What follows belongs to an exercise in optimizing a design on an open flow for small area; a production flow would make more cautious choices. Power and IR drop assume default switching activity.

Setup of build 83:
// mac2rk_tfm
module mac2rk_tfm (
    input  wire        clk,
    input  wire        rst,             
    input  wire        cmd_valid,
    input  wire [1:0]  cmd,
    output wire        cmd_ready,
    input  wire        cfg_fmt,         
    input  wire [31:0] cfg_src_len,
    input  wire [31:0] cfg_load_addr,
    input  wire [31:0] cfg_baud,
    input  wire [7:0]  src_data,
    output wire        src_pop,
    input  wire        tick,
    output reg  [1:0]  sample_sym,
    output reg  [2:0]  state,
    output reg         ill,
    output wire [3:0]  err_code,
    output reg  [16:0] frame_len,
    output reg  [14:0] half_bit
);
Size in the first run: roughly 760 cells after synthesis, about 120 flip-flops, roughly 160 I/O pins, roughly 0.0074 mm2 of cells after synthesis.
clock: 32.0 ns
lec_check: 0
cap_margin: 20
core_margin: 2
core_utilization: 65
slew_margin: 20
standard.sh (not shown) runs the stock make flow with config.mk's settings and CLKGATE_MAP_FILE= SYNTH_SCRIPT=/design/flow/synth_recipe.tcl, a recipe that flattens the netlist after the stock synthesis.
==> flow/flow/run.sh <==
#!/bin/bash
# The standard layout (standard.sh), with these changes to how it is made:
#  - synthesis is synth_recipe.tcl with an area-oriented ABC mapping script
#    (flow/area_synth.tcl, flow/area.abc); registers are untouched;
#  - port buffers are the smallest buffer (buf_1) instead of the one
#    buffer_ports picks on its own; every port still gets its buffer;
#  - clock tree synthesis uses clkbuf_4 and inserts no dummy loads.
# ORFS's per-step logs stay under orfs/logs; make's output goes to
# make_finish.log in this folder.
set -euo pipefail
here=$(pwd)
export FLOW_WORK="$here"
export AREA_ABC_SCRIPT="$here/flow/area.abc"
export BUFFER_PORTS_ARGS="-buffer_cell sky130_fd_sc_hd__buf_1"
export CTS_ARGS="-sink_clustering_enable -repair_clock_nets -dont_use_dummy_load -buf_list sky130_fd_sc_hd__clkbuf_4 -sink_clustering_size 20 -sink_clustering_max_diameter 60"
sed "s#SYNTH_SCRIPT=[^ ]*#SYNTH_SCRIPT=$here/flow/area_synth.tcl#" standard.sh > area_standard.sh
grep -q "SYNTH_SCRIPT=$here/flow/area_synth.tcl" area_standard.sh
bash area_standard.sh finish > make_finish.log 2>&1
==> flow/flow/area.abc <==
&get -n
&st
&dch
&nf
&st
&syn2
&if -g -K 6
&synch2
&nf
&st
&syn2
&if -g -K 6
&synch2
&nf -R 1000
&put
==> flow/flow/area_synth.tcl <==
# The standard flow's synthesis script (synth_recipe.tcl in the work folder), unchanged
# except for ABC's combinational mapping script: flow/area.abc maps for area
# (no buffering or gate sizing for delay; the clock period leaves ample
# slack). Registers, fsm/share handling, flattening and renaming are those
# of synth_recipe.tcl.
proc abc {args} {
  set out {}
  set skip 0
  foreach a $args {
    if {$skip} { set skip 0; continue }
    if {$a eq "-script"} { set skip 1; continue }
    lappend out $a
  }
  yosys abc -script $::env(AREA_ABC_SCRIPT) {*}$out
}
source $::env(FLOW_WORK)/synth_recipe.tcl
The inputs of build 56 differ from those of build 83 as listed below.
==> flow/flow/run.sh <==
#!/bin/bash
# Standard layout, with two changes to how it is made:
#  - port buffers are the smallest buffer (buf_1) instead of the one
#    buffer_ports picks on its own; every port still gets its buffer;
#  - clock tree synthesis uses smaller clock buffers and inserts no dummy
#    loads.
# ORFS's own per-step logs stay under orfs/logs; make's output goes to
# make_finish.log.
set -euo pipefail
export BUFFER_PORTS_ARGS="-buffer_cell sky130_fd_sc_hd__buf_1"
export CTS_ARGS="-sink_clustering_enable -repair_clock_nets -dont_use_dummy_load -buf_list \"sky130_fd_sc_hd__clkbuf_2 sky130_fd_sc_hd__clkbuf_4\" -sink_clustering_size 20 -sink_clustering_max_diameter 60"
bash standard.sh finish > make_finish.log 2>&1
removed: flow/flow/area.abc
removed: flow/flow/area_synth.tcl
### Flow results
- The flow did not stop early for build 56: all stages ran, and the layout cleared the timing, design-rule and antenna checks.
- Relative to build 83, the number of ordinary and repair buffers in the finished layout measured on build 56 has decreased slightly.
- Per the comparison of build 56 with build 83, total global routing track utilization fell 0.85 points, fraction of area in multi-input gates higher, maximum number of pins on one net before global-route repair climbed 3.
diff inputs: build 56 => build 49
--- a/flow/flow/run.sh
+++ b/flow/flow/run.sh
@@ -11 +11 @@
-export CTS_ARGS="-sink_clustering_enable -repair_clock_nets -dont_use_dummy_load -buf_list \"sky130_fd_sc_hd__clkbuf_2 sky130_fd_sc_hd__clkbuf_4\" -sink_clustering_size 20 -sink_clustering_max_diameter 60"
+export CTS_ARGS="-sink_clustering_enable -repair_clock_nets -dont_use_dummy_load -buf_list \"sky130_fd_sc_hd__clkbuf_4\" -sink_clustering_size 20 -sink_clustering_max_diameter 60"
==> run summary <==
- Comparing build 49 with build 56, the width of the chip came out essentially unchanged.
- Re slew at the pin closest to its max-slew limit: no difference whatsoever between build 49 and build 56.
- Taking build 56 as the reference, in build 49 fmax neither gained nor lost much, final critical delay including setup and external delays neither gained nor lost much.
- On count of TritonRoute iterations in the first routing pass, build 49 and build 56 are basically level.
- Share of cells above drive strength 1 came out exactly the same in build 49 and build 56.
- On total power, build 56 tracks build 49 almost exactly.
- Build 49 ran to completion and came out clean on the timing, design-rule and antenna checks.
- Diff build 56..build 49 | fraction of registers with async set or reset after synthesis | unchanged
No functional check of the RTL was part of any run of this note.

## separate check: timing with driven ports
No port has a modelled driver above. Below, the same layouts with a new extraction and two added sets of constraints. Step 1: set_driving_cell puts a clkbuf_16 on clk and a buf_2 on each other input, an assumption about the parent block. Step 2, shift: input delay + t, output delay - t, t = (earliest + latest rising clock arrival at the registers) / 2. This alone moves slack from input paths to output paths. Slacks: no drivers / after step 1 / after step 2; pairs: no drivers / after step 1.
| run | shift t [ns] | setup slack, ns | pins driven straight from the clock port |
|---|---|---|---|
| build 83 | 0.527 | 17.782 / 17.760 / 17.733 | 1 |
| build 56 | 0.544 | 18.005 / 17.979 / 17.979 | 1 |
| build 49 | 0.544 | 18.005 / 17.979 / 17.979 | 1 |
After both steps setup and hold are still met in every run listed. The setup slack of build 83, which loses most, moves by -0.022 ns with the drivers and by -0.049 ns with both steps.
